What follows belongs to an exercise in optimizing a design on an open flow for small area, a short achievable clock period and few clock cycles; a production flow would make more cautious choices. Where RTL was checked, it was by simulation tests only, not by an equivalence proof against the original. No functional check of the RTL was part of runs 6 to 8. Power figures rest on the tool's default switching activity, not on a simulated workload.

==> flow/design.v <==
module i2b_lutgen (
    input  wire        clk,
    input  wire        rst,         
    input  wire        start,       
    input  wire [15:0] amount,      
    output reg         busy,
    output reg         out_valid,
    output reg  [7:0]  out_idx,
    output reg  [7:0]  out_val
);
    reg         s1, s2, s3, div, fix, wa, wb;
    reg  [2:0]  cnt;       
    reg  [23:0] R;         
    reg  [7:0]  F;         
    reg  [23:0] Z;         
    reg  [23:0] Y;         
    reg  [7:0]  qk;        
    reg         nzr;       
    reg         sat;       
    reg         big;       
    reg         dsg;       
    wire        idle = ~(s1 | s2 | s3 | div | fix | wa | wb);
    wire        go   = idle & start & ~busy;
    wire        opy = s1 | wa;
    wire [24:0] X   = div ? {R, F[6]} : {1'b0, R};
    wire [25:0] sum = {1'b0, X} + (opy ? {2'b00, Y} : {2'b11, Z}) + {25'd0, s2 & ~dsg};
    wire        cy  = ~sum[25];
    wire        take = wa | ((div | wb) & cy);
    wire [7:0]  Fx  = div ? {1'b0, F[5:0], 1'b0} : F;
    wire [7:0]  Q   = fix ? {{7{~dsg}}, 1'b1} : wb ? qk : 8'd0;
    wire [8:0]  Fa  = {Fx[7], Fx} + {Q[7], Q};
    wire [8:0]  Fb  = {Fx[7], Fx} + {Q[7], Q} + 9'd1;
    wire [8:0]  Fs  = cy ? Fb : Fa;                   
    wire        ovf = ~Fs[8] & Fs[7];
    wire signed [15:0] a = R[15:0];
    wire        big_n = (a >= 16'sd255) && (a <= 16'sd263);
    wire [16:0] g     = sum[16:0] ^ {17{dsg}};
    wire [7:0]  idx_n = ~out_idx + {7'd0, wb};
    wire        pos   = wb ^ dsg;
    wire        S     = sat | big;
    wire        nz    = wa ? |R : nzr;
    wire [7:0]  vpos  = {~F[7], F[6:0]};
    wire [7:0]  vneg  = (~F + {7'd0, ~nz}) ^ 8'h80;
    wire [7:0]  val   = pos ? (S ? 8'd255 : vpos) : (S ? 8'd0 : vneg);
    wire        last  = wa & (out_idx == 8'd255);      
    always @(posedge clk) begin
        if (rst) begin
            s1 <= 1'b0; s2 <= 1'b0; s3 <= 1'b0; div <= 1'b0; fix <= 1'b0;
            wa <= 1'b0; wb <= 1'b0;
            busy <= 1'b0; out_valid <= 1'b0;
        end else begin
            s1        <= go;
            s2        <= s1;
            s3        <= s2;
            div       <= s3 | (div & (cnt != 3'd6));
            fix       <= div & (cnt == 3'd6);
            wa        <= fix | wb;
            wb        <= wa & ~last;
            busy      <= go | s1 | s2 | s3 | div | fix | wa | wb;
            out_valid <= go | wa | wb;
        end
    end
    always @(posedge clk) begin
        cnt     <= div ? cnt + 3'd1 : 3'd0;
        out_idx <= (wa | wb) ? idx_n : 8'd128;
        out_val <= (wa | wb) ? val : 8'd128;
        nzr     <= |R;
        R       <= idle ? {{8{amount[15]}}, amount}
                 : s2   ? {g[15:0], 8'h01}
                 : s3   ? {12'd0, Y[16:5]}
                 : take ? sum[23:0] : X[23:0];
        if (~wa) F <= s3 ? {1'b0, Y[4:0], 2'b10} : Fs[7:0];
        if (fix) sat <= 1'b0;
        else if (wb) sat <= sat | ovf;
        if (idle) begin
            Z   <= 24'hFFFEFC;            
            Y   <= 24'd33022;
            dsg <= ($signed(amount) > 16'sd259);
        end
        if (s1) begin
            Y   <= sum[23:0];             
            big <= big_n;
        end
        if (s2) Z <= {{7{~g[16]}}, ~g};
        if (s3) Z <= sum[23:0];           
        if (fix) begin
            Y  <= R;
            qk <= Fs[7:0];
        end
    end
endmodule
==> flow/run.sh <==
#!/bin/bash
# synth_recipe.tcl (not shown) runs the flow's synth.tcl, then flattens the netlist and writes it again
# the make line also repeats each setting of config.mk as NAME=value (left out here)
make -C /OpenROAD-flow-scripts/flow DESIGN_CONFIG=/design/flow/config.mk WORK_HOME=/design/flow/orfs CLKGATE_MAP_FILE= SYNTH_SCRIPT=/design/flow/synth_recipe.tcl finish
==> flow/config.mk <==
export PLATFORM = sky130hd
export DESIGN_NAME = i2b_lutgen
export DESIGN_NICKNAME = i2b_lutgen
export VERILOG_FILES = /design/flow/design.v
export SDC_FILE = /design/flow/constraint.sdc
export NUM_CORES = 4
export LEC_CHECK = 0
export CAP_MARGIN = 20
export CORE_MARGIN = 2
export CORE_UTILIZATION = 40
export PLACE_DENSITY = 0.6
export SETUP_SLACK_MARGIN = 5
export SLEW_MARGIN = 20
==> flow/constraint.sdc <==
create_clock -name core_clock -period 10.0 [get_ports {clk}]
set_input_delay 2.0000 -clock core_clock [delete_from_list [all_inputs] [get_ports {clk}]]
set_output_delay 2.0000 -clock core_clock [all_outputs]
set_load 0.01 [all_outputs]
==> impl_metrics.json, run 1 <==
{
  "path_cells": "mux2_2, ha_1, a21oi_2, o21ai_2, or3_1, a211oi_1, nor2_1, o211ai_1, buf_4, mux2i_1, o221ai_1",
  "wl_per_cell_um": 20.4,
  "finalSetupViolations": 0,
  "ant_nets": 0,
  "rows": 52,
  "async_reset_ff_share_pct": 0,
  "setup_tns_ns": 0,
  "htree_levels": 4,
  "num_antenna_cells": 0,
  "vias": 6791,
  "ys_types": 75,
  "cts_setup_buffers": 0,
  "seq_area_frac_synth_pct": 37.3,
  "period_needed_ns": 4.80,
  "crit_required_ns": 10.25,
  "cts_made_buffers": 17,
  "hold_viol_final": 0,
  "rrSetupSlack_ns": 5.20,
  "path_delay_family": "compound AO/OA/AOI/OAI gates",
  "synth_xor_xnor_area_share_pct": 6.50,
  "hold-path-endpoint": "cnt[0]",
  "criticalPathCategory": "reg2reg",
  "drc": 0,
  "total_power_w": 0.00228,
  "synth-simple-area-share_pct": 14.7,
  "period_share_pct": 48.0,
  "drive_gt1_share_pct": 13.6,
  "drtIter0Drc": 454,
  "multi_input_area_um2": 4840,
  "slowest_delay_ns": 1.04,
  "tightestPinTransition_ns": 1.10,
  "r2r-end": "R[15]",
  "io_pins": 37,
  "synth_area_leader_cell": "edfxtp_1",
  "cp_slowest_cell": "dfxtp_2",
  "cp.buffers_inverters": 1,
  "min_path_cells": 1,
  "syn_area_per_cell_um2": 9.56,
  "coreArea_um2": 20200,
  "syn2layout_area_growth_pct": 14.7,
  "finalWirelength_um": 23700,
  "layout.nets": 940,
  "clkTransAtPathRegs_ns": 0.06,
  "viasPerCell": 5.84,
  "cts_tree": "built",
  "r2r_cells": 11,
  "crit_arrival_ns": 5.05,
  "die_y_um": 147,
  "clock_latency_ns": 0.43,
  "grt_pass1_vias": 6560,
  "hpwl_um": 16100,
  "power_leakage_nw": 3.51,
  "slew_viol_final": 0,
  "crit_fanout": 43,
  "fillers": 1957,
  "overflow": 0,
  "ys_warn_count": 1,
  "synth_area_leaders": "edfxtp_1, dfxtp_1, mux2_2, ha_1, mux2i_1",
  "grt_max_degree": 44,
  "synth_compound_area_share_pct": 19.5,
  "ctsHoldBuffers": 0,
  "min_path_type": "reg2reg",
  "synth_top_area_share_pct": 24.1,
  "hold_start": "cnt[0]",
  "netlist_area_um2": 8220,
  "ir_drop_v": 0.000162,
  "chipWidth_um": 147,
  "rsz0062_at_grt": "false",
  "synth_top_family_by_area": "compound AO/OA/AOI/OAI gates",
  "critPathCaptureType": "flop",
  "syn-num-nets": 921,
  "grt_pass1_wl_um": 36800,
  "cp-start-kind": "flop",
  "start_util_pct": 40.8,
  "firstDrtPassIters": 5,
  "antenna_found_initial": 0,
  "yosysMostFrequentCell": "edfxtp_1",
  "ys_ff_latch": 120,
  "postSynthCellCount": 860,
  "clock.fmax_ghz": 0.208,
  "muxShareOfSynthArea_pct": 11.3,
  "seq_area_um2": 3060,
  "cts_sinks": 120,
  "status": "timing/DRC/antenna clean",
  "synth_commonest_cells": "edfxtp_1, nor2_1, nand2_1, a21oi_1, mux2_2",
  "root_buffer": "clkbuf_16",
  "grt_usage_pct": 22.1,
  "powerDensity_nw_per_um2": 242,
  "synth-main-ff-cell": "edfxtp_1",
  "synth-edff-count": 66,
  "gp_congestion": 0.863,
  "synth_fa_ha_area_share_pct": 6.67,
  "rr_startpoint": "div",
  "maxCapViolCount": 0,
  "max-clock-path-buffers": 2,
  "dieArea_um2": 21700,
  "port_buffers": 36,
  "slew_headroom_pct": 25.8,
  "skew_ns": 0.0113
}
[worst max-delay path by stage]
stage                     from    end  slack (ns)  cells past startpoint
after global placement      s1   R[1]        5.33                     12
after global routing       div  R[15]        5.01                     11
after floorplan             s1  Y[22]        5.99                     15
after CTS                   s1  R[15]        5.12                     12
after detailed placement    s1   R[1]        5.21                     12
final                      div  R[15]        5.20                     11
[layout by cell type, fill, tap and decap left out, drive strengths merged, types with 22 or more instances in the layout]
master,count
a21o,22
a21oi,59
clkbuf,24
clkdlybuf4s50,36
dfxtp,54
edfxtp,66
ha,39
inv,34
mux2,56
mux2i,30
nand2,59
nor2,65
o21ai,50
xnor2,31
[worst reg2reg max path: stages (launching register included)]
cell and delay, ns:
dfxtp_2 1.04, mux2_2 0.48, ha_1 0.42, a21oi_2 0.25, o21ai_2 0.13, or3_1 0.35, a211oi_1 0.24, nor2_1 0.13
o211ai_1 0.67, buf_4 0.48, mux2i_1 0.28, o221ai_1 0.16
[metal layers]
layer	wire, um	track usage, %
met5	0	0
met4	564	7.79
met3	1260	3.42
met2	11100	36.4
met1	10800	29.7
[logic make-up (layout without fill, tap and decap cells)]
| group | after synthesis | count (layout) |
|---|---|---|
| flip-flops | 120 | 120 |
| XOR/XNOR | 54 | 54 |
| AND/OR/NAND/NOR | 245 | 246 |
| multiplexers | 86 | 86 |
| buffers and inverters | 78 | 109 |
| adder cells (fa/ha/maj) | 42 | 42 |
| AO/OA/AOI/OAI | 235 | 235 |
[final cells by class]
class                      count  share of cell area [%]
clock buffer                  24                    6.02
clock inverter                 8                   0.703
timing repair buffer          46                    4.62
sequential                   120                    32.5
tap                          270                    3.58
inverter                      31                    1.23
multi-input combinational    663                    51.3
[flip-flops by register name, summed over array words and instances (netlist names), 3 cells and up]
register / count
F: 8
R: 24
Y: 24
Z: 24
cnt: 3
out_idx: 8
out_val: 8
qk: 8
[stage by stage]
stage	area [um2]	hold slack [ns]	utilization [%]	worst slack, ns	instances
after global placement	8780	0.441	43.6	5.33	1129
final	9430	0.449	46.8	5.20	1162
after CTS	9420	0.459	46.7	5.12	1161
after floorplan	8220	0.420	-	5.99	860
after detailed placement	8780	0.446	43.6	5.21	1129
after global routing	9430	0.494	46.8	5.01	1162
[timing repair]
action,4_1_cts,5_1_grt
resized for setup,0,1
endpoints found under the setup margin,0,15
endpoints found under the hold margin,0,0
[report_power, final]
part	leakage (nW)	internal (W)	total [W]	switching, W
clock network	0.313	0.000402	0.000651	0.000249
logic	2.11	0.000385	0.000957	0.000572
registers	1.08	0.000610	0.000676	0.0000660
Testbench counts, summed over its fixed seeds: cycles 25,728.
==> inputs of run 2 (changes only) <==
--- a/flow/config.mk
+++ b/flow/config.mk
@@ -7,7 +7,7 @@
 export LEC_CHECK = 0
 export CAP_MARGIN = 20
 export CORE_MARGIN = 2
-export CORE_UTILIZATION = 40
-export PLACE_DENSITY = 0.6
+export CORE_UTILIZATION = 65
+export PLACE_DENSITY = 0.8
 export SETUP_SLACK_MARGIN = 5
 export SLEW_MARGIN = 20
==> run 2 against run 1 <==
  * Final cell count fell by 8.5%
  * Clock-buffer cell count decreased by 6
  * Design area is 1.9% lower
  * Non-clock buffer count is the same
  * Synthesized cell count unchanged
  * Critical path type unchanged
  * Via count up 4.2%
==> impl_metrics.json, run 2 <==
{
  "status": "timing/DRC/antenna clean",
  "max-clock-path-buffers": 2,
  "ir_drop_v": 0.000129,
  "num_antenna_cells": 0,
  "crit_arrival_ns": 5.00,
  "drc": 0,
  "seqPwrFrac_pct": 29.8,
  "layout_common_cells": "edfxtp_1, nor2_1, nand2_1",
  "antenna_found_initial": 0,
  "grt_usage_pct": 34.1,
  "crit_required_ns": 10.36,
  "io_pins": 37,
  "clock.fmax_ghz": 0.215,
  "synth_top_area_share_pct": 24.1,
  "cts_setup_buffers": 0,
  "skew_ns": 0.00825,
  "htree_levels": 4,
  "netlist_area_um2": 8220,
  "gp_congestion": 1.02,
  "combPwrFrac_pct": 42.8,
  "fillers": 888,
  "synth-edff-count": 66,
  "min_path_type": "reg2reg",
  "grt_max_degree": 44,
  "port_buffers": 36,
  "finalWirelength_um": 22300,
  "cts_sinks": 120,
  "synth_area_leaders": "edfxtp_1, dfxtp_1, mux2_2, ha_1, mux2i_1",
  "drive_gt1_share_pct": 13.7,
  "vias": 7076,
  "slew_headroom_pct": 24.6,
  "power_leakage_nw": 3.48,
  "r2r-end": "R[1]",
  "cts_tree": "built",
  "criticalPathCategory": "reg2reg",
  "finalSetupViolations": 0,
  "clockPowerShare_pct": 27.4,
  "ys_warn_count": 1,
  "crit_end": "R[1]",
  "seq_area_frac_synth_pct": 37.3,
  "p_sw_share_pct": 40.4,
  "slew_viol_final": 0,
  "powerDensity_nw_per_um2": 244,
  "grt_pass1_vias": 6913,
  "async_reset_ff_share_pct": 0,
  "synth_fa_ha_area_share_pct": 6.67,
  "crit_fanout": 29,
  "synth_commonest_cells": "edfxtp_1, nor2_1, nand2_1, a21oi_1, mux2_2",
  "cts_resized": 0,
  "viasPerCell": 6.66,
  "ctsHoldBuffers": 0,
  "firstDrtPassIters": 5,
  "synth-main-ff-cell": "edfxtp_1",
  "muxShareOfSynthArea_pct": 11.3,
  "syn_area_per_cell_um2": 9.56,
  "wl_per_cell_um": 21.0,
  "cts_made_buffers": 17,
  "overflow": 0,
  "synth_area_leader_cell": "edfxtp_1",
  "yosysMostFrequentCell": "edfxtp_1",
  "cp-start-kind": "flop",
  "rrSetupSlack_ns": 5.36,
  "p_int_w": 0.00134,
  "ys_types": 75,
  "hpwl_um": 15200,
  "clkTransAtPathRegs_ns": 0.07,
  "reg_top3": "R: 24 flops, Y: 24 flops, Z: 24 flops",
  "synth-simple-area-share_pct": 14.7,
  "r2r_cells": 13,
  "rows": 41,
  "synth_top_family_by_area": "compound AO/OA/AOI/OAI gates",
  "ys_ff_latch": 120,
  "final_common_cell": "edfxtp_1",
  "synth_xor_xnor_area_share_pct": 6.50,
  "die_y_um": 116,
  "postSynthCellCount": 860,
  "root_buffer": "clkbuf_16",
  "synth_compound_area_share_pct": 19.5,
  "drtIter0Drc": 688,
  "rr_startpoint": "s1",
  "coreArea_um2": 12500,
  "p_sw_w": 0.000909,
  "ant_nets": 0,
  "rsz0062_at_grt": "false",
  "critPathCaptureType": "flop",
  "grt_pass1_wl_um": 35200,
  "syn-num-nets": 921,
  "syn2layout_area_growth_pct": 12.5,
  "chipWidth_um": 116,
  "clock_latency_ns": 0.43,
  "maxCapViolCount": 0,
  "hold_viol_final": 0,
  "dieArea_um2": 13600,
  "period_share_pct": 46.4,
  "fin_ws_ns": 5.36,
  "setup_tns_ns": 0,
  "layout.nets": 939,
  "period_needed_ns": 4.64,
  "critPathLaunch": "s1",
  "preCtsSetupSlack_ns": 5.50,
  "tightestPinTransition_ns": 1.13,
  "start_util_pct": 65.9
}
[run 2: cell counts after synthesis]
No cell type changed its count.
[run 2: cell type report]
cell class	instances	area (um2)	area share, %
clock inverters	14	138	1.49
inverters	31	116	1.26
well taps	172	215	2.33
repair buffers	46	435	4.71
clock buffers	18	450	4.87
flip-flops and latches	120	3060	33.1
multi-input cells	662	4830	52.2
[run 2: critical path: stages, from the launching register on]
cell and delay, ns:
dfxtp_1 0.40, nor2_2 0.13, buf_4 0.41, mux2_2 0.40, ha_1 0.39, a21oi_2 0.24
o21ai_2 0.13, or3_1 0.37, a211oi_1 0.23, nor2_1 0.13, o211ai_1 0.76, buf_4 0.46
mux2_2 0.38, o21ai_1 0.11
[run 2: through the flow]
| stage | total power (W) | area (um2) | hold WS, ns | util, % | instances |
|---|---|---|---|---|---|
| finish | 0.00225 | 9250 | 0.462 | 74.2 | 1063 |
| global route | 0.00235 | 9250 | 0.502 | 74.2 | 1063 |
| CTS | 0.00223 | 9250 | 0.471 | 74.2 | 1063 |
| detailed placement | 0.00160 | 8660 | 0.457 | 69.5 | 1031 |
| global placement | 0.00157 | 8660 | 0.434 | 69.5 | 1031 |
| floorplan | 0.00138 | 8220 | 0.420 | - | 860 |
[run 2: layer usage]
layer	global-route usage, %	vias up	part of all wire (%)
met2	57.0	400	48
li1	-	3235	-
met4	19.4	0	4.8
met3	6.07	95	8.3
met5	0	-	0
met1	41.5	3346	39
[run 2: worst min-delay path by stage]
stage	from	endpoint	slack, ns	cells past startpoint
after floorplan	cnt[0]	cnt[0]	0.42	1
after global placement	cnt[0]	cnt[0]	0.43	1
after detailed placement	cnt[0]	cnt[0]	0.46	1
after CTS	cnt[0]	cnt[0]	0.47	1
after global routing	cnt[0]	cnt[0]	0.50	1
final	cnt[0]	cnt[0]	0.46	1
[run 2: power groups by stage]
stage	logic [W]	registers (W)	clock network, W
2_1_floorplan	0.000728	0.000654	0
3_3_place_gp	0.000896	0.000677	0
3_5_place_dp	0.000925	0.000679	0
4_1_cts	0.000941	0.000669	0.000616
5_1_grt	0.00104	0.000678	0.000637
6_report	0.000964	0.000672	0.000617
[run 2: cells by family (layout without fill, tap and decap cells)]
family	Yosys count	in the layout
simple gates	245	245
mux	86	86
compound gates	235	235
xor+xnor	54	54
fa+ha+maj	42	42
flops	120	120
buf+inv	78	109
==> inputs of run 3 (changes only) <==
==> flow/flow/run.sh (new file) <==
#!/bin/bash
set -o pipefail
export SETUP_SLACK_MARGIN=7
bash standard.sh > standard.log 2>&1
==> flow/standard.sh (new file) <==
#!/bin/bash
# synth_recipe.tcl (not shown) runs the flow's synth.tcl, then flattens the netlist and writes it again
# the make line also repeats each setting of config.mk as NAME=value (left out here)
make -C /OpenROAD-flow-scripts/flow DESIGN_CONFIG=/design/flow/config.mk WORK_HOME=/design/flow/orfs CLKGATE_MAP_FILE= SYNTH_SCRIPT=/design/flow/synth_recipe.tcl "${@:-finish}"
--- a/flow/config.mk
+++ b/flow/config.mk
@@ -9,5 +9,4 @@
 export CORE_MARGIN = 2
 export CORE_UTILIZATION = 65
 export PLACE_DENSITY = 0.8
-export SETUP_SLACK_MARGIN = 5
 export SLEW_MARGIN = 20
removed: flow/run.sh
==> run 3 against run 2 <==
  * The flow now stops in global routing
  * Synthesized area unchanged
  * Synthesized cell count unchanged
==> impl_metrics.json, run 3 <==
{
  "grt_max_degree": 38,
  "chipWidth_um": 116,
  "stop_stage": "global routing",
  "hpwl_um": 16500,
  "ys_types": 75,
  "synth_top_area_share_pct": 24.1,
  "synth_area_leaders": "edfxtp_1, dfxtp_1, mux2_2, ha_1, mux2i_1",
  "yosysMostFrequentCell": "edfxtp_1",
  "gp_congestion": 0.971,
  "synth_area_leader_cell": "edfxtp_1",
  "die_y_um": 116,
  "seq_area_frac_synth_pct": 37.3,
  "ys_ff_latch": 120,
  "worstEpCategory": "register input",
  "synth-main-ff-cell": "edfxtp_1",
  "syn-num-nets": 921,
  "tool.error": "[ERROR DPL-0038] Utilization greater than 100%, impossible to legalize",
  "io_pins": 37,
  "postSynthCellCount": 860,
  "netlist_area_um2": 8220,
  "root_buffer": "clkbuf_16",
  "status": "stopped before the end",
  "synth_commonest_cells": "edfxtp_1, nor2_1, nand2_1, a21oi_1, mux2_2",
  "max-clock-path-buffers": 2,
  "port_buffers": 36,
  "rows": 41,
  "ys_warn_count": 1,
  "syn_area_per_cell_um2": 9.56,
  "cts_made_buffers": 17,
  "crit_endpoint": "Y[22]$_DFFE_PP_/D",
  "async_reset_ff_share_pct": 0,
  "cts_sinks": 120,
  "synth-edff-count": 66,
  "start_util_pct": 65.9,
  "ctsHoldBuffers": 0,
  "htree_levels": 4
}
## run 3: cell counts after synthesis
Identical to the previous run, type by type.
## run 3: what timing repair did
| item | CTS |
|---|---|
| gates cloned | 6 |
| hold endpoints to repair | 0 |
| pin swaps | 75 |
| setup endpoints to repair | 128 |
| setup buffers | 122 |
| gates resized for setup | 232 |
## run 3: how the worst max path moves through the flow
stage	start	to	slack (ns)	cells past startpoint
3_3_place_gp	s1	qk[3]	5.72	11
4_1_cts	wa	Z[19]	6.49	15
2_1_floorplan	s1	Y[22]	6.42	15
3_5_place_dp	wa	sat	5.53	11
## run 3: cell families after synthesis
group | after synthesis | share of synthesized area, %
buffers and inverters | 78 | 4.11
xor gates and xnor gates | 54 | 6.50
muxes | 86 | 11.3
and+or+nand+nor | 245 | 14.7
AOI/OAI and AO/OA | 235 | 19.5
DFF | 120 | 37.3
adders and majority gates | 42 | 6.67
## run 3: power groups by stage
stage / clock network, W / registers (W) / logic (W)
after floorplan: 0 / 0.000654 / 0.000817
after global placement: 0 / 0.000682 / 0.000986
after detailed placement: 0 / 0.000685 / 0.00101
after CTS: 0.000629 / 0.000673 / 0.00148
## run 3: per-stage QoR
stage | instance area [um2] | setup WS, ns | total power (W) | std cells
after detailed placement | 8940 | 5.53 | 0.00170 | 1031
after global placement | 8940 | 5.72 | 0.00167 | 1031
after CTS | 11500 | 6.49 | 0.00279 | 1191
after floorplan | 8590 | 6.42 | 0.00147 | 860
==> inputs of run 4 (changes only) <==
==> flow/flow/run.sh (replaced) <==
#!/bin/bash
set -o pipefail
export SETUP_SLACK_MARGIN=6
bash standard.sh > standard.log 2>&1
==> run 4 against run 3 <==
  * Synthesized cell count unchanged
  * Synthesized area stayed put
  * Now clean on timing, DRC and antenna
==> impl_metrics.json, run 4 <==
{
  "status": "timing/DRC/antenna clean",
  "antenna_found_initial": 0,
  "powerDensity_nw_per_um2": 240,
  "yosysMostFrequentCell": "edfxtp_1",
  "finalInstanceArea_um2": 9700,
  "p_sw_share_pct": 40.8,
  "p_sw_w": 0.000948,
  "combPwrFrac_pct": 45.7,
  "ys_types": 75,
  "syn2layout_area_growth_pct": 18.1,
  "criticalPathCategory": "reg2reg",
  "preCtsSetupSlack_ns": 5.29,
  "slowest_delay_ns": 0.63,
  "clock_latency_ns": 0.43,
  "placed_cell_area_um2": 8650,
  "start_util_pct": 65.9,
  "cts_made_buffers": 17,
  "ctsHoldBuffers": 0,
  "skew_ns": 0.00960,
  "slew_viol_final": 0,
  "clock.fmax_ghz": 0.252,
  "htree_levels": 4,
  "netlist_area_um2": 8220,
  "p_int_w": 0.00138,
  "place_inst": 1030,
  "synth-main-ff-cell": "edfxtp_1",
  "synth_top_area_share_pct": 24.1,
  "io_pins": 37,
  "viasPerCell": 6.78,
  "fin_ws_ns": 6.03,
  "crit_arrival_ns": 4.14,
  "gp_congestion": 1.00,
  "drtIter0Drc": 907,
  "firstDrtPassIters": 7,
  "tightestPinTransition_ns": 1.17,
  "cts_sinks": 120,
  "synth_area_leaders": "edfxtp_1, dfxtp_1, mux2_2, ha_1, mux2i_1",
  "ys_ff_latch": 120,
  "setup_tns_ns": 0,
  "coreArea_um2": 12500,
  "overflow": 0,
  "maxCapViolCount": 0,
  "syn-num-nets": 921,
  "synth_area_leader_cell": "edfxtp_1",
  "grt_pass1_vias": 6982,
  "chipWidth_um": 116,
  "grt_usage_pct": 36.6,
  "period_needed_ns": 3.97,
  "grt_pass1_wl_um": 37200,
  "syn_area_per_cell_um2": 9.56,
  "wl_per_cell_um": 23.0,
  "final_common_cell": "edfxtp_1",
  "cp-start-kind": "flop",
  "layout_common_cells": "edfxtp_1, nor2_1, nand2_1",
  "power_leakage_nw": 3.66,
  "rows": 41,
  "cp_slowest_cell": "dfxtp_1",
  "clkTransAtPathRegs_ns": 0.06,
  "die_y_um": 116,
  "period_share_pct": 39.7,
  "reg_top3": "R: 24 flops, Y: 24 flops, Z: 24 flops",
  "path_delay_family": "simple AND/OR/NAND/NOR gates",
  "max-clock-path-buffers": 2,
  "postSynthCellCount": 860,
  "clockPowerShare_pct": 25.2,
  "ir_drop_v": 0.000159,
  "fillers": 833,
  "ant_nets": 0,
  "critPathCaptureType": "flop",
  "seq_area_frac_synth_pct": 37.3,
  "finalWirelength_um": 25000,
  "synth_commonest_cells": "edfxtp_1, nor2_1, nand2_1, a21oi_1, mux2_2",
  "cp.buffers_inverters": 2,
  "final_cells": 1088,
  "num_antenna_cells": 0,
  "crit_fanout": 9,
  "vias": 7377,
  "hold_viol_final": 0,
  "min_path_type": "reg2reg",
  "crit_required_ns": 10.17,
  "synth-edff-count": 66,
  "cts_tree": "built",
  "async_reset_ff_share_pct": 0,
  "slew_headroom_pct": 21.8,
  "hpwl_um": 15700,
  "finalSetupViolations": 0,
  "cpMostUsedCell": "inv_1",
  "grt_max_degree": 42,
  "port_buffers": 36,
  "rsz0062_at_grt": "true",
  "layout.nets": 964,
  "drc": 0,
  "path_cells": "nor2b_4, a21o_1, inv_1, fa_1, inv_1, ha_1, nand2_1, or3_1, or4_1, mux2i_1, xnor2_1, mux2_2",
  "drive_gt1_share_pct": 19.5,
  "seqPwrFrac_pct": 29.0,
  "root_buffer": "clkbuf_16",
  "ys_warn_count": 1,
  "dieArea_um2": 13600
}
-- run 4: worst paths after layout --
kind,from,endpoint,slack [ns],cells after the start
max,wb,F[6],6.03,12
min,cnt[0],cnt[0],0.46,1
max reg2reg,wb,F[6],6.03,12
min reg2reg,cnt[0],cnt[0],0.46,1
-- run 4: cell families after synthesis --
family                   synth area share [%]
multiplexers                             11.3
buffers and inverters                    4.11
AND/OR/NAND/NOR                          14.7
flip-flops                               37.3
XOR/XNOR                                 6.50
adder cells (fa/ha/maj)                  6.67
AO/OA/AOI/OAI                            19.5
-- run 4: power groups by stage --
stage                     Combinational [W]  Clock (W)  Sequential (W)
after detailed placement           0.000930          0        0.000683
final                               0.00106   0.000586        0.000675
after global placement             0.000903          0        0.000681
after floorplan                    0.000728          0        0.000654
after global routing                0.00114   0.000602        0.000681
after CTS                          0.000974   0.000585        0.000672
-- run 4: layer usage --
layer / track usage, % / vias up / wire [um]
li1: - / 3289 / -
met1: 45.9 / 3530 / 9460
met2: 60.5 / 453 / 11900
met3: 6.54 / 105 / 2390
met4: 19.5 / 0 / 1240
met5: 0 / - / 0
-- run 4: layout make-up --
| class | count | area [um2] | area share (%) |
|---|---|---|---|
| multi-input cells | 662 | 5020 | 51.7 |
| flip-flops and latches | 120 | 3070 | 31.7 |
| well taps | 172 | 215 | 2.22 |
| repair buffers | 70 | 714 | 7.36 |
| clock buffers | 18 | 450 | 4.64 |
| clock inverters | 14 | 109 | 1.12 |
| repair inverters | 1 | 5.00 | 0.0516 |
| inverters | 31 | 120 | 1.24 |
-- run 4: through the flow --
stage / hold WS (ns) / power [W] / util [%]
after floorplan: 0.420 / 0.00138 / -
after global placement: 0.431 / 0.00158 / 69.4
after detailed placement: 0.451 / 0.00161 / 69.4
after CTS: 0.464 / 0.00223 / 75.5
after global routing: 0.482 / 0.00242 / 77.8
final: 0.461 / 0.00233 / 77.8
-- run 4: repair_timing --
| item | CTS | global route |
|---|---|---|
| cloned | 2 | 2 |
| pin swaps | 2 | 10 |
| endpoints found under the setup margin | 59 | 44 |
| buffers inserted | 4 | 18 |
| resized for setup | 18 | 38 |
==> inputs of run 5 (changes only) <==
==> flow/flow/run.sh (replaced) <==
#!/bin/bash
set -o pipefail
export SETUP_SLACK_MARGIN=6.5
bash standard.sh > standard.log 2>&1
--- a/flow/config.mk
+++ b/flow/config.mk
@@ -7,6 +7,6 @@
 export LEC_CHECK = 0
 export CAP_MARGIN = 20
 export CORE_MARGIN = 2
-export CORE_UTILIZATION = 65
-export PLACE_DENSITY = 0.8
+export CORE_UTILIZATION = 55
+export PLACE_DENSITY = 0.75
 export SLEW_MARGIN = 20
==> run 5 against run 4 <==
  * Still clean on timing, DRC and antenna
  * First-iteration DRC count is 26% higher
  * Total power grew 25%
  * Worst hold slack lost 0.0021 ns
  * Wire length rose by 30%
  * Synthesized area unchanged
  * Critical path depth increased by 5
  * Sequential power grew 0.7%
  * Utilization up 1.3 points
  * Non-clock buffer count up 89
  * Combinational power increased by 48%
  * Clock skew is 0.0026 ns higher
  * Critical endpoint is now R[18]
==> impl_metrics.json, run 5 <==
{
  "status": "timing/DRC/antenna clean",
  "htree_levels": 4,
  "final_common_cell": "buf_4",
  "root_buffer": "clkbuf_16",
  "num_antenna_cells": 0,
  "port_buffers": 36,
  "hpwl_um": 15700,
  "ctsHoldBuffers": 0,
  "ys_ff_latch": 120,
  "place_inst": 1043,
  "slew_headroom_pct": 4.02,
  "skew_ns": 0.0122,
  "wl_per_cell_um": 27.2,
  "finalWirelength_um": 32500,
  "ir_drop_v": 0.000142,
  "ys_types": 75,
  "ant_nets": 0,
  "clock_latency_ns": 0.44,
  "reg_top3": "R: 24 flops, Y: 24 flops, Z: 24 flops",
  "drc": 0,
  "synth_commonest_cells": "edfxtp_1, nor2_1, nand2_1, a21oi_1, mux2_2",
  "start_util_pct": 56.3,
  "min_path_type": "reg2reg",
  "max-clock-path-buffers": 2,
  "gp_congestion": 0.947,
  "grt_max_degree": 39,
  "crit_required_ns": 10.30,
  "async_reset_ff_share_pct": 0,
  "postLayoutCoreUtil_pct": 79.2,
  "clkTransAtPathRegs_ns": 0.06,
  "seq_area_frac_synth_pct": 37.3,
  "cp-start-kind": "flop",
  "synth-edff-count": 66,
  "hold_viol_final": 0,
  "fillers": 800,
  "syn_area_per_cell_um2": 9.56,
  "total_power_w": 0.00290,
  "period_needed_ns": 3.78,
  "grt_usage_pct": 34.4,
  "period_share_pct": 37.8,
  "cts_tree": "built",
  "yosysMostFrequentCell": "edfxtp_1",
  "die_y_um": 126,
  "setup_tns_ns": 0,
  "antenna_found_initial": 0,
  "finalSetupViolations": 0,
  "critPathCaptureType": "flop",
  "clock.fmax_ghz": 0.264,
  "maxCapViolCount": 0,
  "dieArea_um2": 15900,
  "rows": 44,
  "synth_area_leaders": "edfxtp_1, dfxtp_1, mux2_2, ha_1, mux2i_1",
  "firstDrtPassIters": 6,
  "finalInstanceArea_um2": 11500,
  "drive_gt1_share_pct": 34.9,
  "grt_pass1_vias": 7693,
  "overflow": 0,
  "chipWidth_um": 126,
  "syn2layout_area_growth_pct": 40.5,
  "criticalPathCategory": "reg2reg",
  "crit_fanout": 4,
  "power_leakage_nw": 4.45,
  "cts_made_buffers": 17,
  "drtIter0Drc": 1143,
  "synth_area_leader_cell": "edfxtp_1",
  "synth-main-ff-cell": "edfxtp_1",
  "layout_common_cells": "buf_4, edfxtp_1, nor2_1",
  "tightestPinTransition_ns": 1.42,
  "crit_arrival_ns": 4.08,
  "rsz0062_at_grt": "true",
  "placed_cell_area_um2": 8740,
  "io_pins": 37,
  "slew_viol_final": 0,
  "final_cells": 1192,
  "netlist_area_um2": 8220,
  "synth_top_area_share_pct": 24.1,
  "powerDensity_nw_per_um2": 251,
  "layout.nets": 1056,
  "vias": 8407,
  "postSynthCellCount": 860,
  "cts_sinks": 120,
  "syn-num-nets": 921,
  "coreArea_um2": 14600,
  "viasPerCell": 7.05,
  "ys_warn_count": 1,
  "grt_pass1_wl_um": 42300
}
-- run 5: cell counts after synthesis --
Identical to the previous run, type by type.
-- run 5: cells by family after synthesis --
group / share of synthesized area, %
buffers and inverters: 4.11
AOI/OAI and AO/OA: 19.5
xor gates and xnor gates: 6.50
adders and majority gates: 6.67
muxes: 11.3
DFF: 37.3
and+or+nand+nor: 14.7
-- run 5: final timing paths --
path	from	endpoint	slack, ns	depth (start not counted)
max reg2reg	wa	R[18]	6.22	17
min	cnt[0]	cnt[0]	0.46	1
min reg2reg	cnt[0]	cnt[0]	0.46	1
max	wa	R[18]	6.22	17
-- run 5: where the power goes --
part	total [W]	leakage, nW	internal [W]	switching (W)
Combinational	0.00157	3.08	0.000720	0.000851
Clock	0.000646	0.281	0.000391	0.000255
Sequential	0.000680	1.08	0.000610	0.0000705
-- run 5: critical path, stage by stage, from the launching register on --
cell and delay [ns]:
dfxtp_4 0.36, nor2_4 0.16, buf_12 0.15, buf_12 0.12, mux2_4 0.31, fa_2 0.38
inv_2 0.08, fa_2 0.21, nor2b_2 0.05, o31a_1 0.30, o31ai_4 0.32, buf_4 0.20
nand2_4 0.05, a21oi_4 0.24, xnor2_4 0.11, buf_4 0.16, xnor2_2 0.29, o221ai_2 0.13
-- run 5: stage by stage --
step	worst slack [ns]	hold WS, ns
global placement	5.61	0.435
global route	6.14	0.472
detailed placement	5.54	0.450
floorplan	6.42	0.420
CTS	6.43	0.462
finish	6.22	0.459
-- run 5: layout make-up --
type	instances	area, um2	share of cell area, %
clock buffers	17	425	3.68
clock inverters	15	176	1.53
inverters	31	124	1.07
multi-input cells	665	5860	50.8
flip-flops and latches	120	3080	26.7
well taps	184	230	1.99
repair buffers	159	1650	14.2
repair inverters	1	5.00	0.0433
-- run 5: what timing repair did --
action / 4_1_cts / 5_1_grt
pin swaps: 21 / 38
gates resized for setup: 72 / 138
buffers inserted: 46 / 62
endpoints found under the setup margin: 79 / 84
gates cloned: 7 / 2
-- run 5: metal layers --
metal  up-vias  global-route usage [%]  routed length (um)
met3       278                    7.94                3770
met4         0                    19.1                3020
li1       3478                       -                   -
met5         -                       0                   0
met1      3899                    42.1               11000
met2       752                    56.2               14600
==> inputs of run 6 (changes only) <==
==> flow/design.v (replaced) <==
module i2b_lutgen (
    input  wire        clk,
    input  wire        rst,         
    input  wire        start,       
    input  wire [15:0] amount,      
    output reg         busy,
    output reg         out_valid,
    output reg  [7:0]  out_idx,
    output reg  [7:0]  out_val
);
    reg         idle, s1, s2, s3, div, fix, wa, wb;
    reg         dl;        
    reg  [2:0]  cnt;       
    reg  [23:0] R;         
    reg  [7:0]  F;         
    reg  [24:0] P1;        
    reg  [24:0] P2;        
    reg  [7:0]  qk;        
    reg         nzr;       
    reg         sat;       
    reg         big;       
    reg         dsg;       
    wire        go = idle & start & ~busy;
    wire [25:0] sum = {2'b00, R} + {P1[24], P1} + {25'd0, s2 & ~dsg};
    wire        cy  = ~sum[25];
    wire        take = wa | ((div | wb) & cy);
    wire [7:0]  Fx  = div ? {1'b0, F[5:0], 1'b0} : F;
    wire [7:0]  Q   = fix ? {{7{~dsg}}, 1'b1} : wb ? qk : 8'd0;
    wire [8:0]  Fa  = {Fx[7], Fx} + {Q[7], Q};
    wire [8:0]  Fb  = {Fx[7], Fx} + {Q[7], Q} + 9'd1;
    wire [8:0]  Fs  = cy ? Fb : Fa;                   
    wire        ovf = ~Fs[8] & Fs[7];
    wire signed [15:0] a = R[15:0];
    wire        big_n = (a >= 16'sd255) && (a <= 16'sd263);
    wire [16:0] g     = sum[16:0] ^ {17{dsg}};
    wire [7:0]  idx_n = ~out_idx + {7'd0, wb};
    wire        pos   = wb ^ dsg;
    wire        S     = sat | big;
    wire        nz    = wa ? |R : nzr;
    wire [7:0]  vpos  = {~F[7], F[6:0]};
    wire [7:0]  vneg  = (~F + {7'd0, ~nz}) ^ 8'h80;
    wire [7:0]  val   = pos ? (S ? 8'd255 : vpos) : (S ? 8'd0 : vneg);
    wire        last  = wa & (out_idx == 8'd255);      
    always @(posedge clk) begin
        if (rst) begin
            idle <= 1'b1;
            s1 <= 1'b0; s2 <= 1'b0; s3 <= 1'b0; div <= 1'b0; fix <= 1'b0;
            wa <= 1'b0; wb <= 1'b0;
            busy <= 1'b0; out_valid <= 1'b0;
        end else begin
            idle      <= (idle & ~go) | last;
            s1        <= go;
            s2        <= s1;
            s3        <= s2;
            div       <= s3 | (div & ~dl);
            fix       <= dl;
            wa        <= fix | wb;
            wb        <= wa & ~last;
            busy      <= go | ~idle & ~last | last;
            out_valid <= go | wa | wb;
        end
    end
    always @(posedge clk) begin
        cnt     <= div ? cnt + 3'd1 : 3'd0;
        dl      <= div & (cnt == 3'd5);
        out_idx <= (wa | wb) ? idx_n : 8'd128;
        out_val <= (wa | wb) ? val : 8'd128;
        nzr     <= |R;
        R       <= idle ? {{8{amount[15]}}, amount}
                 : s2   ? {g[15:0], 8'h01}
                 : s3   ? {11'd0, P2[16:4]}                        
                 : (div & ~dl) ? {(take ? sum[22:0] : R[22:0]), F[6]}
                 : take ? sum[23:0] : R;
        if (~wa) F <= s3 ? {1'b0, P2[3:0], 3'b100} : Fs[7:0];   
        if (fix) sat <= 1'b0;
        else if (wb) sat <= sat | ovf;
        if (idle) begin
            P1  <= 25'd33022;
            dsg <= ($signed(amount) > 16'sd259);
        end
        if (s1) begin
            P1  <= -25'd260;              
            P2  <= sum[24:0];             
            big <= big_n;
        end
        if (s2) P1 <= {{8{~g[16]}}, ~g};
        if (s3) P1 <= {1'b1, sum[23:0]};  
        if (fix) begin
            P1 <= {1'b0, R};
            P2 <= P1;
            qk <= Fs[7:0];
        end
        if (wa | wb) begin
            P1 <= P2;
            P2 <= P1;
        end
    end
endmodule
==> flow/flow/run.sh (replaced) <==
#!/bin/bash
set -o pipefail
export SETUP_SLACK_MARGIN=6
bash standard.sh > standard.log 2>&1
--- a/flow/config.mk
+++ b/flow/config.mk
@@ -7,6 +7,6 @@
 export LEC_CHECK = 0
 export CAP_MARGIN = 20
 export CORE_MARGIN = 2
-export CORE_UTILIZATION = 55
-export PLACE_DENSITY = 0.75
+export CORE_UTILIZATION = 65
+export PLACE_DENSITY = 0.8
 export SLEW_MARGIN = 20
==> run 6 against run 5 <==
  * Critical endpoint is now P1[8]
  * Total power decreased by 9.9%
  * Design area down 15%
  * Sequential share of layout area rose by 7.9 points
  * Setup slack worse by 0.13 ns
  * Clock-buffer cell count rose by 3
  * Clock skew fell by 0.0012 ns
  * Global-route usage is 4.0 points higher
  * Critical path type unchanged
  * Wire length shrank 17%
  * Non-clock buffer count down 111
  * Worst hold slack better by 0.014 ns
  * Die area is 9.3% lower
  * Critical path depth fell by 5
==> impl_metrics.json, run 6 <==
{
  "synth-main-ff-cell": "edfxtp_1",
  "synth_top_area_share_pct": 31.5,
  "cp-start-kind": "flop",
  "seq_area_frac_synth_pct": 38.8,
  "cts_sinks": 124,
  "fillers": 993,
  "htree_levels": 4,
  "slew_headroom_pct": 44.3,
  "antenna_found_initial": 0,
  "reg_top3": "P1: 25 flops, P2: 25 flops, R: 24 flops",
  "vias": 8121,
  "ant_nets": 0,
  "busiest_layer": "met2",
  "viasPerCell": 6.93,
  "max-clock-path-buffers": 2,
  "syn2layout_area_growth_pct": 12.3,
  "status": "timing/DRC/antenna clean",
  "finalWirelength_um": 27000,
  "final_common_cell": "nand2_1",
  "powerDensity_nw_per_um2": 265,
  "rows": 42,
  "syn_area_per_cell_um2": 9.09,
  "tightestPinTransition_ns": 0.836,
  "criticalPathCategory": "reg2reg",
  "final_cells": 1172,
  "port_buffers": 36,
  "clock_latency_ns": 0.43,
  "synth_area_leader_cell": "edfxtp_1",
  "start_util_pct": 66.6,
  "cts_made_buffers": 17,
  "drtIter0Drc": 997,
  "firstDrtPassIters": 8,
  "setup_tns_ns": 0,
  "yosysMostFrequentCell": "nand2_1",
  "period_needed_ns": 3.92,
  "hpwl_um": 18900,
  "ir_drop_v": 0.000145,
  "synth_area_leaders": "edfxtp_1, dfxtp_1, nand2_1, ha_1, o21ai_0",
  "min_path_type": "reg2reg",
  "maxCapViolCount": 0,
  "dieArea_um2": 14500,
  "io_pins": 37,
  "die_y_um": 120,
  "gp_congestion": 1.02,
  "hold_start": "cnt[0]",
  "synth-edff-count": 92,
  "netlist_area_um2": 8780,
  "path_cells": "buf_6, nand2b_1, fa_1, fa_1, nor2b_1, o2111ai_1, a21oi_1, nor2_1, xnor2_2, mux2_2, a221oi_1, o21ai_0",
  "root_buffer": "clkbuf_16",
  "placed_cell_area_um2": 9230,
  "grt_usage_pct": 38.4,
  "rsz0062_at_grt": "true",
  "wl_per_cell_um": 23.1,
  "synth_commonest_cells": "nand2_1, edfxtp_1, nor2_1, o21ai_0, a21oi_1",
  "hold_viol_final": 0,
  "seq_area_um2": 3400,
  "crit_fanout": 34,
  "slowest_delay_ns": 0.44,
  "chipWidth_um": 120,
  "num_antenna_cells": 0,
  "drc": 0,
  "ys_types": 84,
  "coreArea_um2": 13200,
  "async_reset_ff_share_pct": 0,
  "multi_input_area_um2": 5100,
  "postSynthCellCount": 966,
  "grt_pass1_vias": 7829,
  "path_delay_family": "adder cells",
  "whs_ns": 0.473,
  "finalInstanceArea_um2": 9860,
  "overflow": 0,
  "syn-num-nets": 1026,
  "ys_ff_latch": 124,
  "crit_arrival_ns": 4.08,
  "cp.buffers_inverters": 1,
  "crit_required_ns": 10.16,
  "grtUsageMet2_pct": 61.7,
  "cp_slowest_cell": "fa_1",
  "slew_viol_final": 0,
  "layout.nets": 1043,
  "clkTransAtPathRegs_ns": 0.06,
  "clock.fmax_ghz": 0.255,
  "rr_startpoint": "dsg",
  "layout_common_cells": "nand2_1, edfxtp_1, o21ai_0",
  "grt_max_degree": 41,
  "cts_tree": "built",
  "critPathCaptureType": "flop",
  "critPathLaunch": "dsg",
  "grt_pass1_wl_um": 42200,
  "place_inst": 1139,
  "period_share_pct": 39.2,
  "cpMostUsedCell": "fa_1",
  "ys_warn_count": 1,
  "skew_ns": 0.0111,
  "power_leakage_nw": 3.83,
  "postLayoutCoreUtil_pct": 74.8,
  "finalSetupViolations": 0,
  "use_met1_pct": 47.8,
  "drive_gt1_share_pct": 9.54,
  "use_met3_pct": 9.48,
  "rrSetupSlack_ns": 6.08
}
==> run 6: cell types whose count changed after synthesis, sizes merged, moves of 14 or more <==
| cell | delta |
|---|---|
| edfxtp | +26 |
| mux2 | -36 |
| nand2b | +14 |
| o21ai | +25 |
| nand2 | +69 |
| dfxtp | -22 |
==> run 6: layout make-up <==
cell class | count | area share, %
multi-input cells | 760 | 51.8
flip-flops and latches | 124 | 34.5
clock buffers | 20 | 4.85
repair buffers | 48 | 4.61
well taps | 176 | 2.23
inverters | 32 | 1.22
clock inverters | 12 | 0.812
==> run 6: path summary, 6_finish.rpt <==
check                           endpoint  cells past startpoint
worst min register to register    cnt[0]                      1
worst max-delay path               P1[8]                     12
worst max register to register     P1[8]                     12
worst min-delay path              cnt[0]                      1
==> run 6: timing repair <==
item / CTS / global route
pin swaps: 0 / 1
resized for setup: 2 / 11
buffers inserted: 0 / 1
endpoints found under the setup margin: 15 / 27
hold buffers: 0 / 0
==> run 6: cells by family (layout without fill, tap and decap cells) <==
kind of cell    after synthesis  after routing  share of synthesized area [%]
compound gates              267            267                           20.8
xor+xnor                     61             61                           6.24
mux                          44             44                           5.30
flops                       124            124                           38.8
simple gates                347            347                           18.9
fa+ha+maj                    41             41                           6.10
buf+inv                      82            112                           3.82
==> run 6: metrics by stage <==
step,setup WS [ns],total power [W]
after floorplan,6.08,0.00164
after global placement,6.04,0.00192
after detailed placement,5.78,0.00195
after CTS,6.01,0.00255
after global routing,5.84,0.00273
final,6.08,0.00261
==> run 6: metal layers <==
metal	part of all wire [%]	routed length (um)	up-vias
li1	-	-	3620
met1	37	10100	3811
met2	46	12500	562
met3	11	2940	128
met4	5.3	1440	0
met5	0	0	-
==> run 6: power by group <==
group          leakage (nW)  total [W]  internal, W  switching (W)
logic                  2.38    0.00122     0.000469       0.000751
registers              1.16   0.000802     0.000704      0.0000979
clock network         0.287   0.000589     0.000346       0.000244
total                  3.83    0.00261      0.00152        0.00109
==> run 6: worst register-to-register path, cell delays in order (launching register included) <==
cell and delay [ns]:
edfxtp_1 0.37, buf_6 0.24, nand2b_1 0.29, fa_1 0.44
fa_1 0.44, nor2b_1 0.18, o2111ai_1 0.19, a21oi_1 0.31
nor2_1 0.12, xnor2_2 0.33, mux2_2 0.38, a221oi_1 0.24
o21ai_0 0.12
==> inputs of run 7 (changes only) <==
==> flow/design.v (replaced) <==
module i2b_lutgen (
    input  wire        clk,
    input  wire        rst,         
    input  wire        start,       
    input  wire [15:0] amount,      
    output reg         busy,
    output reg         out_valid,
    output reg  [7:0]  out_idx,
    output reg  [7:0]  out_val
);
    reg         idle, s1, s2, s3, div, fix, fix2, k0, wa, wb;
    reg         dl;        
    reg         stp;       
    reg         dvs;       
    reg         dvf;       
    reg         szc;       
    reg  [2:0]  cnt;       
    reg  [24:0] R;         
    reg         nsg;       
    reg  [7:0]  F;         
    reg  [23:0] Z;         
    reg  [23:0] Y;         
    reg  [7:0]  qk;        
    reg         sat;       
    reg         big;       
    reg         dsg;       
    wire        go   = idle & start & ~busy;
    wire        neg  = nsg;
    wire        step = stp;
    wire        sy   = s1 | (stp & neg);
    wire        sz   = szc | (s3 & dsg) | (dvs & ~neg);
    wire        snz  = (s3 & ~dsg) | (dvf & neg);          
    wire [25:0] OP   = ({26{sy}}  & {2'b00, Y})
                     | ({26{sz}}  & {2'b11, Z})
                     | ({26{snz}} & {2'b00, ~Z});
    wire [25:0] sum  = {R[24], R} + OP + {25'd0, s3 | (dvf & neg) | (s2 & ~dsg)};
    wire [7:0]  Q    = fix ? {{7{~dsg}}, 1'b1} : qk;
    wire [8:0]  Fs   = {F[7], F} + {Q[7], Q} + {8'd0, step & ~neg};
    wire        ovf  = ~Fs[8] & Fs[7];
    wire signed [15:0] a = R[15:0];
    wire        big_n = (a >= 16'sd255) && (a <= 16'sd263);
    wire [16:0] g     = sum[16:0] ^ {17{dsg}};
    wire [7:0]  idx_n = ~out_idx + {7'd0, wb};
    wire        pos   = wb ^ dsg;
    wire        S     = sat | big;
    wire        nz    = (R != {1'b1, Z});
    wire [7:0]  vpos  = {~F[7], F[6:0]};
    wire [7:0]  vneg  = (~F + {7'd0, ~nz}) ^ 8'h80;
    wire [7:0]  val   = pos ? (S ? 8'd255 : vpos) : (S ? 8'd0 : vneg);
    wire        last  = wa & (out_idx == 8'd255);      
    always @(posedge clk) begin
        if (rst) begin
            idle <= 1'b1;
            s1 <= 1'b0; s2 <= 1'b0; s3 <= 1'b0; div <= 1'b0; fix <= 1'b0;
            fix2 <= 1'b0; k0 <= 1'b0; wa <= 1'b0; wb <= 1'b0;
            busy <= 1'b0; out_valid <= 1'b0;
        end else begin
            idle      <= (idle & ~go) | last;
            s1        <= go;
            s2        <= s1;
            s3        <= s2;
            div       <= s3 | (div & ~dl);
            fix       <= dl;
            fix2      <= fix;
            k0        <= fix2;
            wa        <= k0 | wb;
            wb        <= wa & ~last;
            busy      <= go | (~idle & ~last) | last;
            out_valid <= k0 | wa | wb;
        end
        stp <= ~rst & (fix2 | (wa & ~last));
        dvs <= ~rst & (s3 | (div & ~dl) | fix2 | (wa & ~last));
        dvf <= ~rst & (s3 | div);
        szc <= ~rst & (s1 | fix);
    end
    always @(posedge clk) begin
        cnt     <= div ? cnt + 3'd1 : 3'd0;
        dl      <= div & (cnt == 3'd5);
        out_idx <= (wa | wb) ? idx_n : 8'd128;
        out_val <= (wa | wb) ? val : 8'd128;
        R       <= idle ? {{9{amount[15]}}, amount}
                 : s2   ? {g, 8'h00}
                 : s3   ? {12'd0, Y[16:4]}                   
                 : (div & ~dl) ? {sum[23:0], F[6]}
                 : sum[24:0];
        nsg     <= ~s3 & sum[24];
        if (s3)        F <= {1'b0, Y[3:0], 3'b100};         
        else if (div)  F <= {1'b0, F[5:0], ~sum[24]};
        else if (fix2) F <= 8'd0;
        else if (step) F <= Fs[7:0];
        if (fix2)      sat <= 1'b0;
        else if (step) sat <= sat | ovf;
        if (fix)       qk  <= Fs[7:0];
        if (idle) begin
            Y   <= 24'd33022;
            Z   <= 24'hff7dfe;            
            dsg <= ($signed(amount) > 16'sd259);
        end
        if (s1) begin
            Y   <= {7'd0, sum[16:0]};     
            big <= big_n;
        end
        if (s2) Z <= sum[23:0];           
        if (s3) Z <= sum[23:0];           
        if (fix)  Y <= sum[23:0];         
        if (fix2) Z <= sum[23:0];         
    end
endmodule
==> run 7 against run 6 <==
  * Still clean
  * Utilization up 4.3 points
  * Wire length decreased by 11%
  * Final cell count is 8.3% lower
  * Critical path depth is 5 higher
  * Global-route usage shrank 1.5 points
==> impl_metrics.json, run 7 <==
{
  "synth_commonest_cells": "nor2_1, nand2_1, dfxtp_1, a21oi_1, edfxtp_1",
  "firstDrtPassIters": 6,
  "syn2layout_area_growth_pct": 19.3,
  "preCtsSetupSlack_ns": 4.30,
  "skew_ns": 0.0116,
  "slew_viol_final": 0,
  "clock_latency_ns": 0.43,
  "path_delay_family": "compound AO/OA/AOI/OAI gates",
  "finalSetupViolations": 0,
  "die_y_um": 114,
  "postSynthCellCount": 870,
  "slew_headroom_pct": 31.4,
  "regMostFlops": "R",
  "cp.buffers_inverters": 5,
  "chipWidth_um": 114,
  "num_antenna_cells": 0,
  "clkTransAtPathRegs_ns": 0.06,
  "ir_drop_v": 0.000113,
  "syn-num-nets": 929,
  "seq_area_frac_synth_pct": 40.4,
  "syn_area_per_cell_um2": 9.12,
  "hpwl_um": 16600,
  "cts_tree": "built",
  "period_needed_ns": 3.99,
  "synth_top_area_share_pct": 23.5,
  "port_buffers": 36,
  "max-clock-path-buffers": 2,
  "drive_gt1_share_pct": 13.6,
  "vias": 7293,
  "fin_ws_ns": 6.01,
  "ys_warn_count": 1,
  "tightestPinTransition_ns": 1.03,
  "grt_max_degree": 43,
  "drc": 0,
  "ant_nets": 0,
  "htree_levels": 4,
  "status": "timing/DRC/antenna clean",
  "overflow": 0,
  "layout.nets": 974,
  "critPathLaunch": "dsg",
  "busiest_layer": "met2",
  "ctsHoldBuffers": 0,
  "power_leakage_nw": 3.66,
  "grt_pass1_wl_um": 37000,
  "cpMostUsedCell": "buf_4",
  "finalWirelength_um": 24200,
  "min_path_type": "reg2reg",
  "rsz0062_at_grt": "true",
  "hold_viol_final": 0,
  "cts_made_buffers": 17,
  "cp_slowest_cell": "or4_1",
  "grt_usage_pct": 37.0,
  "cts_sinks": 129,
  "slowest_delay_ns": 0.54,
  "postLayoutCoreUtil_pct": 79.1,
  "criticalPathCategory": "reg2reg",
  "setup_tns_ns": 0,
  "synth-main-ff-cell": "dfxtp_1",
  "synth_area_leaders": "edfxtp_1, dfxtp_1, ha_1, nor2_1, a21oi_1",
  "start_util_pct": 66.3,
  "critPathCaptureType": "flop",
  "grt_pass1_vias": 6899,
  "path_cells": "buf_6, clkinvlp_4, a22oi_2, buf_4, buf_4, buf_4, nor2_1, a221o_1, ha_2, nand2_2, nor2_1, or4_1, o21ai_1, xor2_2, xnor2_1, a21oi_2, o311ai_1",
  "viasPerCell": 6.78,
  "use_met3_pct": 8.10,
  "synth_area_leader_cell": "edfxtp_1",
  "min_path_cells": 1,
  "ys_types": 73,
  "r2r_cells": 17,
  "rr_startpoint": "dsg",
  "grtUsageMet2_pct": 58.3,
  "crit_end": "R[21]",
  "ys_ff_latch": 129,
  "synth-edff-count": 62,
  "antenna_found_initial": 0,
  "clock.fmax_ghz": 0.250,
  "yosysMostFrequentCell": "nor2_1",
  "largest_reg_flops": 25,
  "layout_common_cells": "nor2_1, nand2_1, dfxtp_1",
  "crit_fanout": 6,
  "r2r-end": "R[21]",
  "cp-start-kind": "flop",
  "reg_top3": "R: 25 flops, Y: 24 flops, Z: 24 flops",
  "use_met1_pct": 48.4,
  "period_share_pct": 39.9,
  "gp_congestion": 0.992,
  "rrSetupSlack_ns": 6.01,
  "fillers": 796,
  "io_pins": 37,
  "netlist_area_um2": 7930,
  "dieArea_um2": 13100,
  "maxCapViolCount": 0,
  "root_buffer": "clkbuf_16",
  "powerDensity_nw_per_um2": 206,
  "crit_required_ns": 10.29,
  "path_depth": 17,
  "rows": 40,
  "wl_per_cell_um": 22.5,
  "async_reset_ff_share_pct": 0,
  "crit_arrival_ns": 4.28,
  "final_common_cell": "nor2_1",
  "coreArea_um2": 12000,
  "drtIter0Drc": 973
}
[run 7: routing by layer]
layer	up-vias	share of wire [%]	wire length (um)
met5	-	0	0
met4	0	4.5	1100
met3	94	10	2470
met2	501	46	11100
met1	3425	39	9450
li1	3273	-	-
[run 7: how the worst min path moves through the flow]
stage           start     end
2_1_floorplan      k0      wa
3_3_place_gp       k0      wa
4_1_cts            k0      wa
6_report       cnt[0]  cnt[0]
3_5_place_dp       k0      wa
5_1_grt        cnt[0]  cnt[0]
[run 7: logic make-up (layout without fill, tap and decap cells)]
group	after synthesis	count (layout)	synth area share, %
buf+inv	67	125	3.30
compound gates	241	241	21.0
fa+ha+maj	40	40	6.69
mux	14	14	1.78
simple gates	305	305	18.2
flops	129	129	40.4
xor+xnor	74	74	8.63
[run 7: timing repair]
item,in CTS,in global routing
pin swaps,3,26
setup endpoints to repair,73,39
cloned,0,1
buffers inserted,8,13
gates resized for setup,14,46
[run 7: area by class of cell]
cell class,instances,area [um2],area share [%]
sequential,129,3200,33.9
clock inverter,8,85.1,0.899
tap,147,184,1.94
clock buffer,24,557,5.88
timing repair buffer,66,633,6.69
inverter,27,105,1.11
multi-input combinational,674,4690,49.6
[run 7: where the power goes]
part,leakage [nW],switching (W),internal (W)
registers,1.12,0.0000532,0.000608
logic,2.22,0.000375,0.000248
clock network,0.318,0.000248,0.000417
total,3.66,0.000676,0.00127
[run 7: worst reg2reg max path, cell delays in order, from the launching register on]
cell and delay, ns:
edfxtp_1 0.39, buf_6 0.12, clkinvlp_4 0.08, a22oi_2 0.29, buf_4 0.18, buf_4 0.14, buf_4 0.12, nor2_1 0.04
a221o_1 0.26, ha_2 0.33, nand2_2 0.12, nor2_1 0.09, or4_1 0.54, o21ai_1 0.23, xor2_2 0.36, xnor2_1 0.15
a21oi_2 0.27, o311ai_1 0.15
[run 7: through the flow]
step           hold WS, ns  cell area, um2  power, W  std cells
3_5_place_dp         0.454            8380   0.00119       1021
4_1_cts              0.467            9150   0.00187       1061
5_1_grt              0.497            9460   0.00201       1075
3_3_place_gp         0.424            8380   0.00118       1021
6_report             0.471            9460   0.00195       1075
2_1_floorplan        0.419            7930   0.00104        870
==> inputs of run 8 (changes only) <==
--- a/flow/design.v
+++ b/flow/design.v
@@ -34,7 +34,7 @@
                      | ({26{sz}}  & {2'b11, Z})
                      | ({26{snz}} & {2'b00, ~Z});
     wire [25:0] sum  = {R[24], R} + OP + {25'd0, s3 | (dvf & neg) | (s2 & ~dsg)};
-    wire [7:0]  Q    = fix ? {{7{~dsg}}, 1'b1} : qk;
+    wire [7:0]  Q    = fix2 ? {{7{~dsg}}, 1'b1} : qk;
     wire [8:0]  Fs   = {F[7], F} + {Q[7], Q} + {8'd0, step & ~neg};
     wire        ovf  = ~Fs[8] & Fs[7];
     wire signed [15:0] a = R[15:0];
@@ -85,12 +85,12 @@
                  : sum[24:0];
         nsg     <= ~s3 & sum[24];
         if (s3)        F <= {1'b0, Y[3:0], 3'b100};         
-        else if (div)  F <= {1'b0, F[5:0], ~sum[24]};
+        else if (div | fix) F <= {1'b0, F[5:0], ~nsg};   
         else if (fix2) F <= 8'd0;
         else if (step) F <= Fs[7:0];
         if (fix2)      sat <= 1'b0;
         else if (step) sat <= sat | ovf;
-        if (fix)       qk  <= Fs[7:0];
+        if (fix2)      qk  <= Fs[7:0];
         if (idle) begin
             Y   <= 24'd33022;
             Z   <= 24'hff7dfe;            
==> run 8 against run 7 <==
  * Synthesized area decreased by 4.7%
  * First-iteration DRC count decreased by 11%
  * Via count decreased by 9.5%
  * Setup slack improved by 0.083 ns
  * Sequential cell count unchanged
  * Total power decreased by 5.0%
  * Fmax increased by 2.1%
  * Design area decreased by 5.5%
  * Sequential share of layout area increased by 2.0 points
  * Non-clock buffer count decreased by 1
  * Largest cell class unchanged
  * Largest power group is now registers
==> impl_metrics.json, run 8 <==
{
  "rrSetupSlack_ns": 6.09,
  "clkTransAtPathRegs_ns": 0.06,
  "async_reset_ff_share_pct": 0,
  "rr_startpoint": "dsg",
  "wl_per_cell_um": 21.5,
  "syn_area_per_cell_um2": 9.27,
  "syn2layout_area_growth_pct": 18.2,
  "cp-start-kind": "flop",
  "period_needed_ns": 3.91,
  "critPathCaptureType": "flop",
  "fillers": 777,
  "min_path_cells": 2,
  "clock.fmax_ghz": 0.256,
  "largest_reg_flops": 25,
  "reg_top3": "R: 25 flops, Y: 24 flops, Z: 24 flops",
  "path_cells": "buf_12, a21oi_4, o21ai_4, buf_12, a221o_1, fa_2, fa_2, a21o_1, a221o_1, nand3_2, a31oi_1, a21oi_1, xor2_1, nand2_1",
  "r2r-end": "Z[20]",
  "highest_layer": "met4",
  "layout.nets": 925,
  "cp.buffers_inverters": 2,
  "postLayoutCoreUtil_pct": 78.7,
  "hold_viol_final": 0,
  "maxCapViolCount": 0,
  "slew_headroom_pct": 29.7,
  "power_leakage_nw": 3.46,
  "powerDensity_nw_per_um2": 207,
  "ant_nets": 0,
  "p_sw_share_pct": 34.9,
  "p_int_w": 0.00120,
  "seqPwrFrac_pct": 36.2,
  "yosysMostFrequentCell": "nor2_1",
  "rows": 39,
  "crit_arrival_ns": 4.05,
  "path_delay_family": "compound AO/OA/AOI/OAI gates",
  "ys_ff_latch": 129,
  "ys_warn_count": 1,
  "combPwrFrac_pct": 30.9,
  "slowest_delay_ns": 0.43,
  "p_sw_w": 0.000647,
  "skew_ns": 0.00705,
  "finalSetupViolations": 0,
  "coreArea_um2": 11400,
  "synth_area_leaders": "edfxtp_1, dfxtp_1, ha_1, nor2_1, xnor2_1",
  "seq_area_frac_synth_pct": 42.3,
  "critPathLaunch": "dsg",
  "grt_max_degree": 33,
  "wirelength_met1_um": 8870,
  "netlist_area_um2": 7560,
  "drc": 0,
  "min_path_type": "reg2reg",
  "hpwl_um": 15300,
  "cts_sinks": 129,
  "r2r_cells": 14,
  "synth_commonest_cells": "nor2_1, nand2_1, dfxtp_1, edfxtp_1, a21oi_1",
  "regMostFlops": "R",
  "ys_types": 61,
  "final_common_cell": "nor2_1",
  "hold_start": "k0",
  "period_share_pct": 39.1,
  "ctsHoldBuffers": 0,
  "synth_area_leader_cell": "edfxtp_1",
  "grt_pass1_wl_um": 33600,
  "die_y_um": 112,
  "rsz0062_at_grt": "false",
  "viasPerCell": 6.46,
  "chipWidth_um": 112,
  "root_buffer": "clkbuf_16",
  "max-clock-path-buffers": 2,
  "ir_drop_v": 0.000144,
  "finalWirelength_um": 22000,
  "drive_gt1_share_pct": 13.2,
  "gp_congestion": 1.03,
  "drtIter0Drc": 868,
  "grt_pass1_vias": 6358,
  "start_util_pct": 66.5,
  "clockPowerShare_pct": 32.9,
  "port_buffers": 36,
  "overflow": 0,
  "cts_made_buffers": 17,
  "crit_required_ns": 10.14,
  "num_antenna_cells": 0,
  "vias": 6603,
  "setup_tns_ns": 0,
  "cts_tree": "built",
  "route.met3.wl_um": 2070,
  "layout_common_cells": "nor2_1, nand2_1, dfxtp_1",
  "clock_latency_ns": 0.43,
  "firstDrtPassIters": 6,
  "synth-edff-count": 62,
  "synth-main-ff-cell": "dfxtp_1",
  "slew_viol_final": 0,
  "postSynthCellCount": 816,
  "cp_slowest_cell": "xor2_1",
  "syn-num-nets": 875,
  "io_pins": 37,
  "hold-path-endpoint": "wa",
  "antenna_found_initial": 0,
  "crit_fanout": 6,
  "met2_length_um": 10200,
  "grt_usage_pct": 35.0,
  "criticalPathCategory": "reg2reg",
  "dieArea_um2": 12500,
  "htree_levels": 4,
  "tightestPinTransition_ns": 1.05,
  "synth_top_area_share_pct": 24.6,
  "status": "timing/DRC/antenna clean"
}
run 8: repair_timing:
action                                  CTS  global route
endpoints found under the setup margin   59            27
pin swaps                                 2            10
buffers inserted                          4            15
gates cloned                              0             1
gates resized for setup                   9            26
run 8: worst min-delay path, cell delays in order, from the launching register on:
cell	delay, ns
dfxtp_1	0.31
nor2_1	0.04
nor2_1	0.07
run 8: how the worst max path moves through the flow:
stage,to,slack [ns],depth (start not counted)
after floorplan,R[19],6.05,17
final,Z[20],6.09,14
after detailed placement,R[19],5.36,16
after CTS,R[16],6.00,16
after global routing,Z[21],5.95,17
after global placement,R[22],5.50,15
run 8: area by class of cell:
type	count	area, um2	area share [%]
Clock buffer	19	454	5.08
Clock inverter	13	124	1.38
Inverter	25	97.6	1.09
Multi-Input combinational cell	628	4270	47.7
Sequential cell	129	3210	35.8
Tap cell	143	179	2.00
Timing Repair Buffer	65	618	6.91
run 8: per-layer routing:
metal  track usage [%]  up-vias
li1                  -     3039
met4              17.6        0
met3              8.17       67
met5                 0        -
met1              45.8     3138
met2              54.8      359
run 8: kinds of logic after synthesis:
kind of cell,Yosys count,share of synthesized area [%]
adder cells (fa/ha/maj),40,7.01
AO/OA/AOI/OAI,205,19.1
XOR/XNOR,75,9.18
AND/OR/NAND/NOR,297,18.0
flip-flops,129,42.3
multiplexers,11,1.51
buffers and inverters,59,2.93
run 8: per-stage QoR:
step	instance area [um2]	setup WS (ns)	cells	hold slack (ns)	total power (W)
3_5_place_dp	8050	5.36	970	0.445	0.00119
2_1_floorplan	7570	6.05	816	0.419	0.00104
3_3_place_gp	8050	5.50	970	0.428	0.00117
6_report	8940	6.09	1022	0.456	0.00185
4_1_cts	8700	6.00	1006	0.459	0.00180
5_1_grt	8940	5.95	1022	0.479	0.00192
run 8: power groups by stage:
stage / registers [W] / clock network [W] / logic [W]
2_1_floorplan: 0.000655 / 0 / 0.000386
3_3_place_gp: 0.000675 / 0 / 0.000500
6_report: 0.000670 / 0.000610 / 0.000572
3_5_place_dp: 0.000677 / 0 / 0.000511
4_1_cts: 0.000667 / 0.000608 / 0.000526
5_1_grt: 0.000675 / 0.000635 / 0.000609

re-timing with driven ports:
Ports are ideal in the flow. The routed layouts listed here were re-timed in OpenROAD.
Step 1 assumes that a clkbuf_16 drives the clock port and a buf_2 every other input.
Step 2 moves the port delays by t, midway between the first and last clock arrival at a register: inputs arrive t later, outputs are due t later. That takes back most of the time a late clock gives input paths.
a / b / c = ideal ports / drivers / drivers and shift; a / b = the first two.
run | t, ns | setup slack, ns | worst setup path at the end | pins driven straight from the clock port
run 1 | 0.468 | 5.195 / 5.195 / 5.195 | register to register | 1
run 2 | 0.466 | 5.360 / 5.360 / 5.360 | register to register | 1
run 4 | 0.465 | 6.033 / 6.033 / 6.033 | register to register | 1
run 5 | 0.483 | 6.218 / 6.218 / 5.891 | input to register | 1
run 6 | 0.467 | 6.085 / 6.085 / 6.061 | input to register | 1
run 7 | 0.470 | 6.006 / 6.006 / 5.989 | input to register | 1
run 8 | 0.470 | 6.089 / 6.089 / 6.089 | register to register | 1
After both steps every run listed still meets setup and hold. The setup slack of run 5, which loses most, moves by 0.000 ns with the drivers and by -0.327 ns with both steps.
